Background: an optimization exercise with open tools, aiming at small area, a short achievable clock period and few clock cycles. Do not read the settings as production practice. At most, simulation tests tie the RTL to the original design; equivalence was not proved. The flow treats the clock pin as an ideal source. Dropping or thinning the clock tree relies on that and would not hold on a real chip. Power and IR drop assume default switching activity.

==> flow/design.v (excerpt) <==
module frame_codec (
    input  wire         clk,
    input  wire         rst,
    input  wire         tx_req_valid,
    output wire         tx_req_ready,
    input  wire         tx_op,
    input  wire         tx_ft,
    input  wire         tx_aw,
    input  wire [31:0]  tx_raw_id,
    input  wire [7:0]   tx_sid,
    input  wire [7:0]   tx_nid,
    input  wire [7:0]   tx_plen,
    input  wire [119:0] tx_pay,
    output wire         tx_valid,
    output wire [7:0]   tx_data,
    output wire         tx_last,
    input  wire         tx_ready,
    output wire         tx_resp_valid,
    output wire [2:0]   tx_status,
    output wire [4:0]   tx_wire_len,
    input  wire         rx_req_valid,
    output wire         rx_req_ready,
    input  wire         rx_valid,
    input  wire [7:0]   rx_data,
    input  wire         rx_timeout,
    output wire         rx_ready,
    output wire         rx_resp_valid,
    output wire [2:0]   rx_status,
    output wire         rx_ft,
    output wire         rx_aw,
    output wire [25:0]  rx_sid,
    output wire [5:0]   rx_nid,
    output wire [3:0]   rx_plen,
    output wire [119:0] rx_pay
);
For scale: ~600 cells after synthesis, roughly 210 flip-flops, roughly 380 I/O pins.
==> module frame_deserializer, before the edit <==
module frame_deserializer (
    input  wire         clk,
    input  wire         rst,
    input  wire         req_valid,
    output reg          req_ready,
    input  wire         rx_valid,
    input  wire [7:0]   rx_data,
    input  wire         rx_timeout,
    output reg          rx_ready,
    output reg          resp_valid,
    output wire [2:0]   status,
    output wire         ft,
    output wire         aw,
    output wire [25:0]  sid,
    output wire [5:0]   nid,
    output wire [3:0]   plen,
    output wire [119:0] pay
);
    reg         st_start, st_cfg, st_addr, st_pay, st_end;
    reg [5:0]   rx_cfg;
    reg [31:0]  rx_acc;
    reg [1:0]   k;
    reg [3:0]   j;
    reg [119:0] rx_buf;
    reg         st_desync, st_trunc;
    assign status = {st_trunc, st_desync, st_desync};
    assign ft     = rx_cfg[4];
    assign aw     = rx_cfg[5];
    assign plen   = rx_cfg[3:0];
    assign sid    = rx_acc[31:6];
    assign nid    = rx_acc[5:0];
    assign pay    = rx_buf;
    wire [7:0] acc_hi = {8{!st_start}} & rx_data;
    wire is_aa = (rx_data == 8'hAA);
    wire is_55 = (rx_data == 8'h55);
    wire ev    = rx_valid || rx_timeout;
    wire acc   = req_ready && req_valid;
    wire fin = rx_ready && ((st_start && (rx_timeout || (rx_valid && !is_aa)))
                         || ((st_cfg || st_addr || st_pay) && rx_timeout)
                         || (st_end && ev));
    wire addr_lst = (k == {rx_cfg[5], 1'b1});
    wire pay_lst  = (j == rx_cfg[3:0] - 4'd1);
    wire no_pay   = (rx_cfg[3:0] == 4'd0);
    integer i;
    always @(posedge clk) begin
        if (st_cfg)
            rx_cfg <= rx_data[5:0];
        for (i = 0; i < 2; i = i + 1)
            if (st_addr && k == i)
                rx_acc[8*i +: 8] <= rx_data;
        for (i = 2; i < 4; i = i + 1)
            if (st_start || (st_addr && k == i))
                rx_acc[8*i +: 8] <= acc_hi;
        for (i = 0; i < 15; i = i + 1)
            if (st_pay && j == i)
                rx_buf[8*i +: 8] <= rx_data;
        st_desync <= st_start;
        st_trunc  <= !st_start && !(st_end && rx_valid && is_55);
        st_start <= acc || (st_start && !ev);
        st_cfg   <= !acc && ((st_start && rx_valid) || (st_cfg && !rx_valid));
        st_addr  <= !acc && (st_cfg && rx_valid || (st_addr && !(rx_valid && addr_lst)));
        st_pay   <= !acc && ((st_addr && rx_valid && addr_lst && !no_pay)
                          || (st_pay && !(rx_valid && pay_lst)));
        st_end   <= !acc && ((st_addr && rx_valid && addr_lst && no_pay)
                          || (st_pay && rx_valid && pay_lst) || st_end);
        k        <= st_addr ? k + {1'b0, rx_valid} : 2'd0;
        j        <= st_pay ? j + {3'd0, rx_valid} : 4'd0;
        req_ready  <= rst || (req_ready && !req_valid) || fin;
        rx_ready   <= !rst && (acc || (rx_ready && !fin));
        resp_valid <= !rst && fin;
    end
endmodule
==> flow/config.mk <==
export PLATFORM = sky130hd
export DESIGN_NAME = frame_codec
export DESIGN_NICKNAME = frame_codec
export VERILOG_FILES = /design/flow/design.v
export SDC_FILE = /design/flow/constraint.sdc
export NUM_CORES = 4
export LEC_CHECK = 0
export CAP_MARGIN = 10
export CORE_MARGIN = 2
export CORE_UTILIZATION = 60
export SETUP_SLACK_MARGIN = 3.85
export SLEW_MARGIN = 10
export SYNTH_HIERARCHICAL = 1
==> flow/constraint.sdc <==
create_clock -name core_clock -period 6.0 [get_ports {clk}]
set_input_delay 1.2000 -clock core_clock [delete_from_list [all_inputs] [get_ports {clk}]]
set_output_delay 1.2000 -clock core_clock [all_outputs]
set_load 0.01 [all_outputs]
standard.sh (not shown) runs the stock make flow with config.mk's settings and CLKGATE_MAP_FILE= SYNTH_SCRIPT=/design/flow/synth_recipe.tcl, a recipe that flattens the netlist after the stock synthesis.
==> flow/flow/run.sh <==
#!/bin/bash
# Standard layout, except that:
#  - the port buffers are the smallest buffer cell (buf_1);
#  - the clock tree is built by flow/manual_tree.tcl in place of TritonCTS:
#    the clock port drives 4 root buffers, each next to its share of the
#    leaf buffers, and each leaf buffer drives one balanced k-means cluster
#    of flip-flops. Everything after the tree (legalisation, timing repair,
#    routing, finishing) is the standard cts.tcl and later steps.
set -euo pipefail
here=$(pwd)
export BUFFER_PORTS_ARGS="-buffer_cell sky130_fd_sc_hd__buf_1"
bash standard.sh synth > log_synth.log 2>&1
rm -rf scripts_mt
cp -r "$FLOW_HOME/scripts" scripts_mt
python3 - "$here/scripts_mt/cts.tcl" > log_patch.log 2>&1 <<'PY'
import sys
p = sys.argv[1]
s = open(p).read()
old = "log_cmd clock_tree_synthesis {*}$cts_args"
assert s.count(old) == 1
s = s.replace(old, "source $::env(MT_TREE_TCL)\nmt_build $::env(MT_NLEAF) $::env(MT_NROOT) $::env(MT_LEAF_CELL) $::env(MT_ROOT_CELL)")
open(p, "w").write(s)
print("patched", p)
PY
export MT_TREE_TCL="$here/flow/manual_tree.tcl"
export MT_NLEAF=12
export MT_NROOT=4
export MT_LEAF_CELL=sky130_fd_sc_hd__clkbuf_16
export MT_ROOT_CELL=sky130_fd_sc_hd__clkbuf_16
bash standard.sh SCRIPTS_DIR="$here/scripts_mt" finish > log_flow.log 2>&1
Other scripts of this flow, unchanged in this note and not shown: flow/flow/manual_tree.tcl
Edit:
--- a/flow/design.v
+++ b/flow/design.v
@@ -189,13 +189,12 @@
     assign ft     = rx_cfg[4];
     assign aw     = rx_cfg[5];
     assign plen   = rx_cfg[3:0];
     assign sid    = rx_acc[31:6];
     assign nid    = rx_acc[5:0];
     assign pay    = rx_buf;
-    wire [7:0] acc_hi = {8{!st_start}} & rx_data;
     wire is_aa = (rx_data == 8'hAA);
     wire is_55 = (rx_data == 8'h55);
     wire ev    = rx_valid || rx_timeout;
     wire acc   = req_ready && req_valid;
     wire fin = rx_ready && ((st_start && (rx_timeout || (rx_valid && !is_aa)))
                          || ((st_cfg || st_addr || st_pay) && rx_timeout)
@@ -204,18 +203,17 @@
     wire pay_lst  = (j == rx_cfg[3:0] - 4'd1);
     wire no_pay   = (rx_cfg[3:0] == 4'd0);
     integer i;
     always @(posedge clk) begin
         if (st_cfg)
             rx_cfg <= rx_data[5:0];
-        for (i = 0; i < 2; i = i + 1)
+        if (st_start)
+            rx_acc[31:16] <= 16'd0;
+        for (i = 0; i < 4; i = i + 1)
             if (st_addr && k == i)
                 rx_acc[8*i +: 8] <= rx_data;
-        for (i = 2; i < 4; i = i + 1)
-            if (st_start || (st_addr && k == i))
-                rx_acc[8*i +: 8] <= acc_hi;
         for (i = 0; i < 15; i = i + 1)
             if (st_pay && j == i)
                 rx_buf[8*i +: 8] <= rx_data;
         st_desync <= st_start;
         st_trunc  <= !st_start && !(st_end && rx_valid && is_55);
         st_start <= acc || (st_start && !ev);
What happened: Maximum frequency went up by about 8%. Flip-flop and latch count does not change. Via count went up by 0.60%. Design area went up by about 1.2%. Total power went down by 0.60%. Setup slack improves by 180 ps. Final cell count went up by about 1.4%. Wire length went up by 1.5%.
Testbench counts after the change, summed over its fixed seeds: cycles 56,146.
The RTL of the first run of this note was laid out without a check of its function. In every run of this note, the design's own scripts or RTL, not TritonCTS, make the clock network.

* * *

frame_codec, a different RTL version from the one above (not shown whole).
Size in the first run: ~630 cells after synthesis, ~210 flip-flops, ~380 I/O pins.
==> module frame_serializer, before the edit <==
module frame_serializer (
    input  wire         clk,
    input  wire         rst,
    input  wire         req_valid,
    output reg          req_ready,
    input  wire         op,           
    input  wire         ft,
    input  wire         aw,
    input  wire [31:0]  raw_id,
    input  wire [7:0]   sid_raw,
    input  wire [7:0]   nid_raw,
    input  wire [7:0]   plen,
    input  wire [119:0] pay,
    output reg          tx_valid,
    output reg  [7:0]   tx_data,
    output reg          tx_last,
    input  wire         tx_ready,
    output reg          resp_valid,
    output wire [2:0]   status,
    output reg  [4:0]   wire_len
);
    wire oor, ptl_any;
    frame_request_check u_chk (
        .op(op), .aw(aw), .raw_hi(raw_id[31:16]), .sid_raw(sid_raw), .nid_raw(nid_raw),
        .plen(plen), .oor(oor), .ptl_any(ptl_any)
    );
    wire ok = !oor && !ptl_any;
    reg [1:0] st;
    assign status = {1'b0, st};
    reg       n_cfg, n_addr, n_pay, n_end;
    reg [3:0] ilo, ihi;     
    reg       r_op, r_aw;
    reg [3:0] r_len;
    wire take     = tx_valid && tx_ready;
    wire [3:0] lst    = r_len - 4'd1;
    wire addr_lst = r_aw ? ilo[3] : ilo[1];
    wire pay_lst  = ilo[lst[1:0]] && ihi[lst[3:2]];
    wire no_pay   = (r_len == 4'd0);
    wire step     = (n_addr && !addr_lst) || (n_pay && !pay_lst);
    wire [3:0]  s_addr = {4{n_addr}} & ilo;
    reg  [14:0] s_pay;
    integer i;
    always @(*)
        for (i = 0; i < 15; i = i + 1)
            s_pay[i] = n_pay && ilo[i % 4] && ihi[i / 4];
    wire [7:0] nxt;
    frame_byte_mux u_mux (
        .s_cfg(n_cfg),
        .s_a0r(s_addr[0] && !r_op), .s_a0p(s_addr[0] && r_op),
        .s_a1r(s_addr[1] && !r_op), .s_a1p(s_addr[1] && r_op),
        .s_a2r(s_addr[2] && !r_op), .s_a3r(s_addr[3] && !r_op),
        .s_pay(s_pay), .s_end(n_end),
        .aw(aw), .ft(ft), .plen(plen[3:0]), .raw_id(raw_id),
        .sid(sid_raw[4:0]), .nid(nid_raw[5:0]), .pay(pay), .y(nxt)
    );
    wire acc  = req_ready && req_valid && !rst;
    wire done = take && tx_last && !rst;
    wire tx_valid_d, resp_valid_d, req_ready_d;
    fc_pass u_v (.a(oor), .b(ptl_any), .c(acc), .d(!rst && tx_valid && !(tx_ready && tx_last)), .y(tx_valid_d));
    fc_fail u_r (.a(oor), .b(ptl_any), .c(acc), .d(done), .y(resp_valid_d));
    fc_fail u_q (.a(oor), .b(ptl_any), .c(acc), .d(rst || (req_ready && !req_valid) || done), .y(req_ready_d));
    wire [4:0] len_sum = 5'd5 + {3'd0, aw, 1'b0} + {1'b0, plen[3:0]};
    always @(posedge clk) begin
        st       <= {!oor && ptl_any, oor};
        wire_len <= {5{ok}} & len_sum;
        r_op     <= op;
        r_aw     <= aw;
        r_len    <= plen[3:0];
        if (req_ready) begin
            tx_data <= 8'hAA;
            n_cfg   <= 1'b1;
            n_addr  <= 1'b0;
            n_pay   <= 1'b0;
            n_end   <= 1'b0;
            ilo     <= 4'b0001;
            ihi     <= 4'b0001;
        end else if (take) begin
            tx_data <= nxt;
            n_cfg   <= 1'b0;
            n_addr  <= n_cfg || (n_addr && !addr_lst);
            n_pay   <= (n_addr && addr_lst && !no_pay) || (n_pay && !pay_lst);
            n_end   <= (n_addr && addr_lst && no_pay) || (n_pay && pay_lst) || n_end;
            ilo     <= step ? {ilo[2:0], ilo[3]} : 4'b0001;
            ihi     <= !step ? 4'b0001 : (ilo[3] ? {ihi[2:0], ihi[3]} : ihi);
        end
        req_ready  <= req_ready_d;
        tx_valid   <= tx_valid_d;
        resp_valid <= resp_valid_d;
        tx_last    <= !rst && tx_valid && !(tx_ready && tx_last) && (tx_ready ? n_end : tx_last);
    end
endmodule
==> module frame_deserializer, before the edit <==
module frame_deserializer (
    input  wire         clk,
    input  wire         rst,
    input  wire         req_valid,
    output reg          req_ready,
    input  wire         rx_valid,
    input  wire [7:0]   rx_data,
    input  wire         rx_timeout,
    output reg          rx_ready,
    output reg          resp_valid,
    output wire [2:0]   status,
    output wire         ft,
    output wire         aw,
    output wire [25:0]  sid,
    output wire [5:0]   nid,
    output wire [3:0]   plen,
    output wire [119:0] pay
);
    reg         st_start, st_cfg, st_addr, st_pay, st_end;
    reg [5:0]   rx_cfg;
    reg [31:0]  rx_acc;
    reg [1:0]   k;
    reg [3:0]   j;
    reg [119:0] rx_buf;
    reg         st_desync, st_trunc;
    assign status = {st_trunc, st_desync, st_desync};
    assign ft     = rx_cfg[4];
    assign aw     = rx_cfg[5];
    assign plen   = rx_cfg[3:0];
    assign sid    = rx_acc[31:6];
    assign nid    = rx_acc[5:0];
    assign pay    = rx_buf;
    wire is_aa = (rx_data == 8'hAA);
    wire is_55 = (rx_data == 8'h55);
    wire ev    = rx_valid || rx_timeout;
    wire acc   = req_ready && req_valid;
    wire fin = rx_ready && ((st_start && (rx_timeout || (rx_valid && !is_aa)))
                         || ((st_cfg || st_addr || st_pay) && rx_timeout)
                         || (st_end && ev));
    wire addr_lst = (k == {rx_cfg[5], 1'b1});
    wire pay_lst  = (j == rx_cfg[3:0] - 4'd1);
    wire no_pay   = (rx_cfg[3:0] == 4'd0);
    integer i;
    always @(posedge clk) begin
        if (st_cfg)
            rx_cfg <= rx_data[5:0];
        if (st_start)
            rx_acc[31:16] <= 16'd0;
        for (i = 0; i < 4; i = i + 1)
            if (st_addr && k == i)
                rx_acc[8*i +: 8] <= rx_data;
        for (i = 0; i < 15; i = i + 1)
            if (st_pay && j == i)
                rx_buf[8*i +: 8] <= rx_data;
        st_desync <= st_start;
        st_trunc  <= !st_start && !(st_end && rx_valid && is_55);
        st_start <= acc || (st_start && !ev);
        st_cfg   <= !acc && ((st_start && rx_valid) || (st_cfg && !rx_valid));
        st_addr  <= !acc && (st_cfg && rx_valid || (st_addr && !(rx_valid && addr_lst)));
        st_pay   <= !acc && ((st_addr && rx_valid && addr_lst && !no_pay)
                          || (st_pay && !(rx_valid && pay_lst)));
        st_end   <= !acc && ((st_addr && rx_valid && addr_lst && no_pay)
                          || (st_pay && rx_valid && pay_lst) || st_end);
        k        <= st_addr ? k + {1'b0, rx_valid} : 2'd0;
        j        <= st_pay ? j + {3'd0, rx_valid} : 4'd0;
        req_ready  <= rst || (req_ready && !req_valid) || fin;
        rx_ready   <= !rst && (acc || (rx_ready && !fin));
        resp_valid <= !rst && fin;
    end
endmodule
export LEC_CHECK = 0
export CAP_MARGIN = 20
export CORE_MARGIN = 2
export CORE_UTILIZATION = 60
export SETUP_SLACK_MARGIN = 3.85
export SLEW_MARGIN = 20
export SYNTH_HIERARCHICAL = 1
create_clock -name core_clock -period 6.0 [get_ports {clk}]
Scripts as last shown in full above: flow/flow/run.sh
Other scripts of this flow, unchanged in this note and not shown: flow/flow/manual_tree.tcl
Edit:
--- a/flow/design.v
+++ b/flow/design.v
@@ -117,4 +117,5 @@
     reg [3:0] r_len;
     wire take     = tx_valid && tx_ready;
+    reg  idle;
     wire [3:0] lst    = r_len - 4'd1;
     wire addr_lst = r_aw ? ilo[3] : ilo[1];
@@ -138,10 +139,10 @@
         .sid(sid_raw[4:0]), .nid(nid_raw[5:0]), .pay(pay), .y(nxt)
     );
-    wire acc  = req_ready && req_valid && !rst;
+    wire acc  = idle && req_valid && !rst;
     wire done = take && tx_last && !rst;
     wire tx_valid_d, resp_valid_d, req_ready_d;
     fc_pass u_v (.a(oor), .b(ptl_any), .c(acc), .d(!rst && tx_valid && !(tx_ready && tx_last)), .y(tx_valid_d));
     fc_fail u_r (.a(oor), .b(ptl_any), .c(acc), .d(done), .y(resp_valid_d));
-    fc_fail u_q (.a(oor), .b(ptl_any), .c(acc), .d(rst || (req_ready && !req_valid) || done), .y(req_ready_d));
+    fc_fail u_q (.a(oor), .b(ptl_any), .c(acc), .d(rst || (idle && !req_valid) || done), .y(req_ready_d));
     wire [4:0] len_sum = 5'd5 + {3'd0, aw, 1'b0} + {1'b0, plen[3:0]};
     always @(posedge clk) begin
@@ -151,5 +152,5 @@
         r_aw     <= aw;
         r_len    <= plen[3:0];
-        if (req_ready) begin
+        if (idle) begin
             tx_data <= 8'hAA;
             n_cfg   <= 1'b1;
@@ -169,4 +170,5 @@
         end
         req_ready  <= req_ready_d;
+        idle       <= !tx_valid_d;
         tx_valid   <= tx_valid_d;
         resp_valid <= resp_valid_d;
@@ -194,4 +196,6 @@
     reg         st_start, st_cfg, st_addr, st_pay, st_end;
     reg [5:0]   rx_cfg;
+    reg         c_aw;         
+    reg [3:0]   c_len;        
     reg [31:0]  rx_acc;
     reg [1:0]   k;
@@ -213,11 +217,15 @@
                          || ((st_cfg || st_addr || st_pay) && rx_timeout)
                          || (st_end && ev));
-    wire addr_lst = (k == {rx_cfg[5], 1'b1});
-    wire pay_lst  = (j == rx_cfg[3:0] - 4'd1);
-    wire no_pay   = (rx_cfg[3:0] == 4'd0);
+    wire addr_lst = (k == {c_aw, 1'b1});
+    wire pay_lst  = (j == c_len - 4'd1);
+    wire no_pay   = (c_len == 4'd0);
     integer i;
     always @(posedge clk) begin
         if (st_cfg)
             rx_cfg <= rx_data[5:0];
+        if (st_cfg && rx_valid) begin
+            c_aw  <= rx_data[5];
+            c_len <= rx_data[3:0];
+        end
         if (st_start)
             rx_acc[31:16] <= 16'd0;
=> Core utilization rose by 0.40 points. Final area goes up by a few percent. Setup slack improved by 0.071 ns. Sequential cell count rose by 6. Combinational power grows by a few percent. Fmax came out higher by a few percent.
No run of this note included a check of the RTL's function; only the layout flow was run. In every run of this note, the design's own scripts or RTL, not TritonCTS, make the clock network.

## static timing again, ports no longer ideal
Ports are ideal in the flow. The routed layouts listed here were re-timed in OpenROAD. Step 1: set_driving_cell puts a clkbuf_16 on clk and a buf_2 on each other input, an assumption about the parent block. Step 2 adds t to the input delays and takes it off the output delays; t is the mean of the earliest and latest rising clock arrival at the registers after step 1. Input paths then give back, and output paths get back, about the clock's delay inside the block. Slacks: no drivers / after step 1 / after step 2; pairs: no drivers / after step 1.
| run | t, ns | slack for setup (ns) | hold WS [ns] | clock arrival spread, ns |
|---|---|---|---|---|
| the first run of note 1 | 0.368 | 3.715 / 3.756 / 3.387 | 0.455 / 0.455 / 0.455 | 0.030 / 0.029 |
| the second run of note 1 | 0.371 | 3.891 / 3.801 / 3.542 | 0.468 / 0.468 / 0.468 | 0.015 / 0.016 |
| the first run of note 2 | 0.379 | 3.827 / 3.734 / 3.545 | 0.466 / 0.466 / 0.466 | 0.034 / 0.034 |
| the second run of note 2 | 0.377 | 3.897 / 3.804 / 3.565 | 0.459 / 0.459 / 0.459 | 0.021 / 0.022 |
After both steps setup and hold are still met in every run listed. For the second run of note 1, which loses most, drivers alone change the setup slack by -0.090 ns; drivers and shift together by -0.349 ns.
